Source: an optimization exercise on an open RTL-to-GDS flow (aim: small area). Production flows keep margins and buffers that such runs may drop. Function was checked by simulation only, so behaviour that the tests miss may differ from the original. Power and IR drop assume default switching activity.

## the reference run
## pwroff_engine
module pwroff_engine (
    input  wire        clk,
    input  wire        rst_n,         
    input  wire [31:0] base,
    input  wire [31:0] tick_rate,
    input  wire        trig_valid,
    input  wire [7:0]  trig_reason,
    output wire        ret_valid,
    output wire        ret_handled,
    input  wire        ret_ready,
    output wire        bus_valid,
    output wire        bus_write,
    output wire [31:0] bus_addr,
    output wire [7:0]  bus_wdata,
    input  wire        bus_ready,
    input  wire [7:0]  bus_rdata,
    output wire        slp_valid,
    output wire [6:0]  slp_units,
    input  wire        slp_ready,
    output wire        diag_valid,
    output wire [7:0]  diag_code,
    output wire [31:0] diag_data,
    input  wire        diag_ready,
    output wire [31:0] status
);
    localparam [3:0] S_IDLE         = 4'd0;
    localparam [3:0] S_CFG          = 4'd1;
    localparam [3:0] S_TX_POLL      = 4'd2;
  ...
Settings: LEC_CHECK=0, CAP_MARGIN=20, CORE_MARGIN=2, CORE_UTILIZATION=60, GPL_TIMING_DRIVEN=0, PLACE_DENSITY=0.85, SLEW_MARGIN=20; clock period 20.0 ns.
standard.sh (not shown) runs the stock make flow with config.mk's settings and CLKGATE_MAP_FILE= SYNTH_SCRIPT=/design/flow/synth_recipe.tcl, a recipe that flattens the netlist after the stock synthesis.
==> flow/flow/run.sh <==
#!/bin/bash
# Standard ORFS layout with three changes:
#  - after the standard synthesis, the combinational logic between the (unchanged) registers
#    is mapped again by ABC (half adders of the address incrementer are kept) with an area-oriented script (flow/abc_area.script), tried with
#    several random seeds; the smallest result that Yosys proves equivalent to the standard
#    netlist replaces it;
#  - port buffers use the smallest buffer cell;
#  - the clock tree uses 8x clock buffers and no dummy loads;
#  - constant outputs share one tie cell.
set -euo pipefail
W=$PWD
R=$W/orfs/results/sky130hd/pwroff_engine/base
LIB=$FLOW_HOME/platforms/sky130hd/lib/sky130_fd_sc_hd__tt_025C_1v80.lib
export BUFFER_PORTS_ARGS="-buffer_cell sky130_fd_sc_hd__buf_1"
export SKIP_REPAIR_TIE_FANOUT=1
export CTS_ARGS="-sink_clustering_enable -repair_clock_nets -buf_list sky130_fd_sc_hd__clkbuf_8 -root_buf sky130_fd_sc_hd__clkbuf_8 -dont_use_dummy_load"

# 1. standard synthesis
bash standard.sh "$R/1_2_yosys.v" > make_synth.log 2>&1
cp "$R/1_2_yosys.v" "$R/1_2_yosys_std.v"

# 2. remap the combinational logic; registers and tie cells are kept as they are
DU=$(sed 's/^/-dont_use /' flow/dont_use.txt | tr '\n' ' ')
: # work files of the remapping go to rs_* in this folder
remap() {
  local s=$1
  sed "s/@SEED@/$s/; s/@SEED2@/$((s + 50))/" flow/abc_area.script > rs_abc_$s.script
  cat > rs_remap_$s.ys <<EOS
read_liberty -ignore_miss_func $LIB
blackbox sky130_fd_sc_hd__*df* sky130_fd_sc_hd__conb_1
read_verilog $R/1_2_yosys_std.v
read_verilog -lib $W/flow/ha_keep.v
hierarchy -top $FLOW_TOP
select -set hak w:base %co1:+[A,B] t:sky130_fd_sc_hd__ha_1 %i
chtype -set ha_keep @hak
flatten
delete t:\$scopeinfo
opt_clean
techmap
opt -fast
abc -liberty $LIB $DU -script $W/rs_abc_$s.script
opt_clean -purge
chtype -set sky130_fd_sc_hd__ha_1 t:ha_keep
read_liberty -lib -ignore_redef $LIB
check -assert
tee -o $W/rs_stat_$s.txt stat -liberty $LIB
write_verilog -noattr -noexpr -nohex -nodec $W/rs_net_$s.v
EOS
  yosys -s rs_remap_$s.ys > rs_remap_$s.log 2>&1 || rm -f rs_net_$s.v
}
for s in 1 2 3 4; do remap $s & done; wait
for s in 5 6 7 8; do remap $s & done; wait
for s in 9 10 11 12; do remap $s & done; wait

# candidates, smallest first
: > rs_areas.txt
for s in 1 2 3 4 5 6 7 8 9 10 11 12; do
  if [[ -f rs_net_$s.v ]]; then
    a=$(awk '/Chip area/ {print $NF}' rs_stat_$s.txt | tail -1)
    echo "$a $s" >> rs_areas.txt
  fi
done
sort -g rs_areas.txt -o rs_areas.txt
used=none
while read -r a s; do
  cat > rs_equiv_$s.ys <<EOS
read_liberty -ignore_miss_func $LIB
read_verilog $R/1_2_yosys_std.v
rename $FLOW_TOP gold
read_verilog $W/rs_net_$s.v
rename $FLOW_TOP gate
flatten
delete t:\$scopeinfo
opt_clean
equiv_make gold gate eq
hierarchy -top eq
equiv_simple -seq 2
equiv_induct
equiv_status -assert
EOS
  if yosys -s rs_equiv_$s.ys > rs_equiv_$s.log 2>&1; then
    cp rs_net_$s.v "$R/1_2_yosys.v"
    used=$s
    break
  fi
done < rs_areas.txt
echo "remapped netlist used: seed $used" > rs_used.txt

# 3. the rest of the standard flow
bash standard.sh > make_finish.log 2>&1
Other scripts of this flow, unchanged in this note and not shown: flow/flow/abc_area.script, flow/flow/dont_use.txt, flow/flow/ha_keep.v
Changes in the trial run relative to the reference run:
--- a/flow/design.v
+++ b/flow/design.v
@@ -36,23 +36,23 @@
     localparam [3:0] S_DIAG_NAK     = 4'd10;
     localparam [3:0] S_POST_OK      = 4'd11;
     localparam [3:0] S_DIAG_EXH     = 4'd12;
     localparam [3:0] S_EXH_SLEEP    = 4'd13;
     localparam [3:0] S_RETURN       = 4'd14;
     localparam [3:0] S_DONE         = 4'd15;
     reg  [3:0]  st;
     reg  [5:0]  n;          
     reg  [3:0]  k;          
-    wire        fault = (st == S_DONE) && k[3];
-    wire        nh    = (st == S_IDLE || st == S_DONE) && k[2];
     reg  [1:0]  cmd;
     reg  [1:0]  att;
-    reg  [1:0]  fail;       
+    reg  [2:0]  fail;       
+    reg         fault;
+    reg         nh;         
     reg         fl;         
     reg  [31:0] rb;
     wire [7:0] r0 = rb[7:0];
     wire [7:0] r1 = rb[15:8];
     wire [7:0] r2 = rb[23:16];
     wire [7:0] r3 = rb[31:24];
     function [7:0] rev8(input [7:0] a);
         integer i;
         begin
@@ -94,19 +94,19 @@
                    (st == S_POST_OK) || (st == S_EXH_SLEEP);
     wire diag_st = s_short || s_csum || s_nak || (st == S_DIAG_EXH);
     wire cfg_rdy  = n[5] && n[4] && n[3];
     wire busy_bus = (s_cfg && !cfg_rdy) || (s_rxd && !k[3]);
     wire busy_dg  = (s_short || s_csum || s_nak) && !n[5];
     assign bus_valid  = bus_st && !busy_bus;
     assign slp_valid  = slp_st;
     assign diag_valid = diag_st && !busy_dg;
     assign ret_valid  = s_ret || nh;
-    assign ret_handled = st[1] && !st[0];    
+    assign ret_handled = !nh;
     assign bus_write = st[0];
     reg [2:0] ridx;
     always @(*) begin
         case (st)
             S_CFG:
                 case (n[2:0])
                     3'd0: ridx = 3'd3;    
                     3'd1: ridx = 3'd0;    
                     3'd2: ridx = 3'd1;    
@@ -196,19 +196,19 @@
         end
     endgenerate
     assign diag_data = {rbr[31:2],
                         rbr[1:0] | (st[3] ? 2'b00 : k[1:0]) | ((st[3] && st[2]) ? cmd : 2'b00)};
     wire ended2 = st[3] && st[2] && st[1];
     wire ended1 = cmd[1] || ended2;
     wire ended0 = cmd[1] || cmd[0] || ended2;
     wire [1:0] res0 = ended0 ? {fail[0], !fail[0]} : 2'b00;
     wire [1:0] res1 = ended1 ? {fail[1], !fail[1]} : 2'b00;
-    wire [1:0] res2 = ended2 ? {fl, !fl} : 2'b00;
+    wire [1:0] res2 = ended2 ? {fail[2], !fail[2]} : 2'b00;
     wire [2:0] cfg_j = (st == S_IDLE) ? 3'd0 : s_cfg ? n[2:0] : 3'd7;
     assign status = {fault, 6'd0, fault, 4'd0, res2, res1, res0,
                      2'b00, att, cmd, 1'b0, cfg_j, st};
     wire step = (bus_valid && bus_ready) || (slp_valid && slp_ready) ||
                 (diag_valid && diag_ready) || (s_ret && ret_ready);
     wire       ge   = r3[7] | (r3[6] & (r3[5] | r3[4] | (r3[3] & (r3[2] | (r3[1] & r3[0])))));
     reg  [6:0] rsub;
     reg        rc;
     integer ri;
@@ -251,22 +251,23 @@
         rb[31:24] <= r3_nx;
         if (mv)
             rb[23:8] <= rb[22:7];
     end
     always @(posedge clk) begin
         if (!rst_n) begin
             st    <= S_IDLE;
             cmd   <= 2'd0;
             att   <= 2'd0;
-            k[2]  <= 1'b0;
+            fault <= 1'b0;
+            nh    <= 1'b0;
         end else begin
             if (nh && ret_ready)
-                k[2] <= 1'b0;
+                nh <= 1'b0;
             case (st)
                 S_CFG:
                     if (!cfg_rdy) begin
                         n <= inc6(n);
                         if (n == 6'd52) begin
                             fl <= ge;
                             n  <= 6'd56;
                         end
                         if (k[0] && n == 6'd44)
@@ -296,21 +297,21 @@
                         end
                     end
                 S_DIAG_SHORT, S_DIAG_NAK:
                     if (!n[5])
                         n <= inc6(n);
                 default: ;
             endcase
             if ((st == S_IDLE || st == S_DONE) && trig_valid && !fault) begin
                 if (!reason_ok) begin
-                    k[2] <= 1'b1;
+                    nh <= 1'b1;
                 end else if (st == S_DONE) begin
-                    k[3] <= 1'b1;
+                    fault <= 1'b1;
                 end else begin
                     st <= S_CFG;
                     n  <= 6'd0;
                     k  <= 4'd0;
                 end
             end
             if (step) begin
                 case (st)
                     S_CFG: begin
@@ -381,38 +382,31 @@
                             att <= {att[1] ^ att[0], !att[0]};
                             fl  <= 1'b0;
                             n   <= 6'd0;
                             st  <= S_TX_POLL;
                         end else begin
                             st <= S_DIAG_EXH;
                         end
                     end
                     S_POST_OK, S_EXH_SLEEP: begin
-                        if (cmd[0])
-                            fail[1] <= st[2];
-                        else if (!cmd[1])
-                            fail[0] <= st[2];
+                        fail[cmd] <= st[2];
                         if (cmd != 2'd2) begin
                             cmd <= {cmd[0], !cmd[0]};
                             att <= 2'd1;
                             fl  <= 1'b0;
                             n   <= 6'd0;
                             st  <= S_TX_POLL;
                         end else begin
-                            fl <= st[2];
                             st <= S_RETURN;
                         end
                     end
                     S_DIAG_EXH: st <= S_EXH_SLEEP;
-                    S_RETURN: begin
-                        k  <= 4'd0;
-                        st <= S_DONE;
-                    end
+                    S_RETURN: st <= S_DONE;
                     default: ;
                 endcase
                 if (rx_done) begin
                     if (fl) begin
                         if (att != 2'd3) begin
                             att <= {att[1] ^ att[0], !att[0]};
                             fl  <= 1'b0;
                             n   <= 6'd0;
                             st  <= S_TX_POLL;
--- outcome ---
In the trial run, total wire length is higher than in the reference run. | multi-input gate share of total cell area | lower: the trial run |. On clock power: between the trial run and the reference run, it ends up higher for the trial run. [compare] base=the reference run new=the trial run: synthesis-to-layout area growth fell 1.0 points; design area now larger; post-synthesis area per instance shows an increase of 4.4%; number of cells after detailed placement saw a decrease; part of the power in the clock network decreased 1.3 points. Gate count after technology mapping ends up higher on the reference run.

-- afterwards: timing with drivers on the ports --
How much do the figures lean on ideal ports? The routed layouts below were timed once more, with nothing changed but the port constraints.
Step 1 assumes that a clkbuf_16 drives the clock port and a buf_2 every other input.
Step 2 adds t to the input delays and takes it off the output delays; t is the mean of the earliest and latest rising clock arrival at the registers after step 1. Input paths then give back, and output paths get back, about the clock's delay inside the block.
a / b / c = ideal ports / drivers / drivers and shift; a / b = the first two.
run	t, ns	setup slack, ns	worst hold slack (ns)	latest minus earliest clock arrival (ns)	pins driven straight from the clock port
the reference run	0.342	6.017 / 5.994 / 5.994	0.463 / 0.463 / 0.463	0.025 / 0.025	1
the trial run	0.341	5.987 / 5.948 / 5.948	0.463 / 0.463 / 0.463	0.024 / 0.024	1
After both steps setup and hold are still met in every run listed. For the trial run, which loses most, drivers alone change the setup slack by -0.039 ns; drivers and shift together by -0.039 ns.
